Background: an optimization exercise with open tools, aiming at small area. Do not read the settings as production practice. The RTL was checked by simulation tests, not by an equivalence proof against the original design. No activity file was given, so power comes from the tool's default toggle rates.

Design optommp_parser, start of the top module:
module optommp_parser (
    input  wire        clk,
    input  wire        rst,
    input  wire        req_valid,
    input  wire        req_write,
    input  wire        req_space,
    input  wire        req_size,
    input  wire [7:0]  req_addr,
    input  wire [31:0] req_wdata,
    output reg         rsp_valid,
    output reg  [31:0] rsp_rdata,
    output reg         rsp_err,
    output wire        irq
);
    localparam [3:0] E_BADCMD = 4'h1, E_BUSY = 4'h2, E_ORC_SHORT = 4'h3,
                     E_BUFLEN = 4'h4, E_VIEW = 4'h5;
    reg [511:0] bufm;                
    reg         busy, busy_d, done, err;
    reg [1:0]   last_op;
    reg [2:0]   errcode;
    reg         irq_en;
    reg [6:0]   buf_len;
    reg [31:0]  orc_off;
    reg         match_res;
    reg [16:0]  msglen_res;
    reg         view_mode;
    reg [15:0]  view_index;
    reg [31:0]  view_data;
    reg         blk_valid;
    reg         orc_v, vs_v, vd_v, ml_v;
    reg         sv;                  
    reg         hv;                  
    reg         det;                 
    reg         s5;                  
    reg         s6;                  
    reg [3:0]   tc;                  
    reg [15:0]  dd;                  
    reg [5:0]   tl;                  
    reg [15:0]  src;                 
    reg [31:0]  qa;                  
    reg [31:0]  qb;                  
  ...
Size in the first run: about 2200 cells after synthesis, ~760 flip-flops.
==> flow/config.mk <==
export PLATFORM = sky130hd
export DESIGN_NAME = optommp_parser
export DESIGN_NICKNAME = optommp_parser
export VERILOG_FILES = /design/flow/design.v
export SDC_FILE = /design/flow/constraint.sdc
export NUM_CORES = 8
export LEC_CHECK = 0
export CAP_MARGIN = 10
export CORE_MARGIN = 2
export CORE_UTILIZATION = 50
export PLACE_DENSITY = 0.6
export SLEW_MARGIN = 10
==> flow/constraint.sdc <==
create_clock -name core_clock -period 12.0 [get_ports {clk}]
set_input_delay 2.4000 -clock core_clock [delete_from_list [all_inputs] [get_ports {clk}]]
set_output_delay 2.4000 -clock core_clock [all_outputs]
set_load 0.01 [all_outputs]
standard.sh (not shown) runs the stock make flow with config.mk's settings and CLKGATE_MAP_FILE= SYNTH_SCRIPT=/design/flow/synth_recipe.tcl, a recipe that flattens the netlist after the stock synthesis.
==> flow/flow/run.sh <==
#!/bin/bash
# Layout flow: the standard ORFS flow (standard.sh), except that
#  - synthesis maps the logic with an area-oriented ABC script (flow/abc.script);
#    registers, their names and cell types are those of the standard synthesis
#    (ABC only maps combinational logic);
#  - the port buffers use a small buffer cell;
#  - clock tree synthesis uses small clock buffers in small clusters, without
#    dummy loads.
set -euo pipefail
W=$PWD

# ORFS synth.tcl with its ABC call pointed at flow/abc.script
sed 's#log_cmd abc {\*}$abc_args#log_cmd abc {*}[lreplace $abc_args 1 1 '"$W"'/flow/abc.script]#' \
    "$FLOW_HOME/scripts/synth.tcl" > "$W/synth_area.tcl"
grep -q "flow/abc.script" "$W/synth_area.tcl"

# The standard flow's synthesis wrapper, sourcing the copy above
sed "s#source \$::env(SCRIPTS_DIR)/synth.tcl#source $W/synth_area.tcl#" synth_recipe.tcl > "$W/synth_recipe_area.tcl"
grep -q "synth_area.tcl" "$W/synth_recipe_area.tcl"

CTS="-sink_clustering_enable -repair_clock_nets -dont_use_dummy_load -buf_list sky130_fd_sc_hd__clkbuf_4 -sink_clustering_size 9 -sink_clustering_max_diameter 50"

# standard.sh with the synthesis wrapper above, the port buffer cell and the CTS arguments
sed -e "s#SYNTH_SCRIPT=[^ ]*#SYNTH_SCRIPT=$W/synth_recipe_area.tcl 'BUFFER_PORTS_ARGS=-buffer_cell sky130_fd_sc_hd__buf_1' 'CTS_ARGS=$CTS'#" \
    standard.sh > "$W/standard_area.sh"
grep -q "synth_recipe_area.tcl" "$W/standard_area.sh"

bash "$W/standard_area.sh" > "$W/flow_make.log" 2>&1
==> flow/flow/abc.script <==
strash
balance -l
resub -K 6 -l
rewrite -l
resub -K 6 -N 2 -l
refactor -l
resub -K 8 -l
balance -l
resub -K 8 -N 2 -l
rewrite -l
resub -K 10 -l
rewrite -z -l
resub -K 10 -N 2 -l
balance -l
resub -K 12 -l
refactor -z -l
resub -K 12 -N 2 -l
rewrite -z -l
balance -l
dch -f
amap -A 4 -F 4
topo
Change:
--- a/flow/flow/run.sh
+++ b/flow/flow/run.sh
@@ -19,5 +19,5 @@
 grep -q "synth_area.tcl" "$W/synth_recipe_area.tcl"
 
-CTS="-sink_clustering_enable -repair_clock_nets -dont_use_dummy_load -buf_list sky130_fd_sc_hd__clkbuf_4 -sink_clustering_size 9 -sink_clustering_max_diameter 50"
+CTS="-sink_clustering_enable -repair_clock_nets -dont_use_dummy_load -buf_list sky130_fd_sc_hd__clkbuf_4 -sink_clustering_size 8 -sink_clustering_max_diameter 40"
 
 # standard.sh with the synthesis wrapper above, the port buffer cell and the CTS arguments
=> Wire length barely changes. Final area goes up slightly. Total power increases slightly. Die area does not change. Cell count is higher slightly. Via count came out higher slightly. Fmax barely changes.

---

Setup of JK:
Another version of the RTL of optommp_parser (not shown whole).
Size in the first run: roughly 2,800 cells after synthesis, roughly 760 flip-flops, roughly 0.036 mm2 of cells after synthesis.
Settings: LEC_CHECK=0, CAP_MARGIN=10, CORE_MARGIN=2, CORE_UTILIZATION=50, CTS_BUF_LIST=sky130_fd_sc_hd__clkbuf_4 sky130_fd_sc_hd__clkbuf_8, PLACE_DENSITY=0.6, SLEW_MARGIN=10; clock period 12.0 ns.
run.sh (not shown) runs the stock make flow with config.mk's settings and CLKGATE_MAP_FILE= SYNTH_SCRIPT=/design/flow/synth_recipe.tcl, a recipe that flattens the netlist after the stock synthesis.
Stock flow here: none of the scripts above is used.
What MS does differently from JK at the input level:
# JK
export LEC_CHECK = 0
export CAP_MARGIN = 10
export CORE_MARGIN = 2
export CORE_UTILIZATION = 50
export CTS_BUF_LIST = sky130_fd_sc_hd__clkbuf_4 sky130_fd_sc_hd__clkbuf_8
export PLACE_DENSITY = 0.6
export SLEW_MARGIN = 10
create_clock -name core_clock -period 12.0 [get_ports {clk}]
# MS
export LEC_CHECK = 0
export CAP_MARGIN = 40
export CORE_MARGIN = 2
export CORE_UTILIZATION = 25
export PLACE_DENSITY = 0.35
export SLEW_MARGIN = 40
create_clock -name core_clock -period 12.0 [get_ports {clk}]
Results
- Area after synthesis came out exactly the same in MS and JK.
- Diff JK -> MS: largest net degree at the start of global routing -11, detailed-route via count decreased 1,005.
- JK -> MS: final standard cell count with taps included and fillers excluded increased by more than 10%
- Re sequential share of layout area: MS is 2.5 points down on JK.
- Relative to JK, the number of cells on the worst hold path of MS is lower by 1.
- Per the comparison of MS with JK, post-route total power has increased; design area now larger.

==> afterwards: timing with drivers on the ports <==
Ports are ideal in the flow. The routed layouts listed here were re-timed in OpenROAD.
Step 1 (the two cells are an assumption about what drives the block):
set clk [get_ports {clk}]
set_driving_cell -lib_cell sky130_fd_sc_hd__clkbuf_16 $clk
set_driving_cell -lib_cell sky130_fd_sc_hd__buf_2 [delete_from_list [all_inputs] $clk]
Step 2 moves the port delays by t, midway between the first and last clock arrival at a register: inputs arrive t later, outputs are due t later. That takes back most of the time a late clock gives input paths.
a / b / c = no drivers / after step 1 / after step 2; a / b = the first two.
| run | t (ns) | setup WS [ns] | worst hold slack (ns) | worst register clock-pin slew, ns |
|---|---|---|---|---|
| the first run of note 1 | 0.924 | 2.492 / 2.435 / 3.359 | 0.426 / 0.426 / 0.426 | 0.12 / 0.12 |
| the second run of note 1 | 0.940 | 2.492 / 2.436 / 3.376 | 0.421 / 0.421 / 0.421 | 0.10 / 0.10 |
| JK | 0.851 | 2.333 / 2.270 / 3.120 | 0.447 / 0.447 / 0.447 | 0.07 / 0.07 |
| MS | 0.784 | 2.266 / 2.185 / 2.969 | 0.450 / 0.450 / 0.450 | 0.07 / 0.07 |
After both steps every run listed still meets setup and hold.
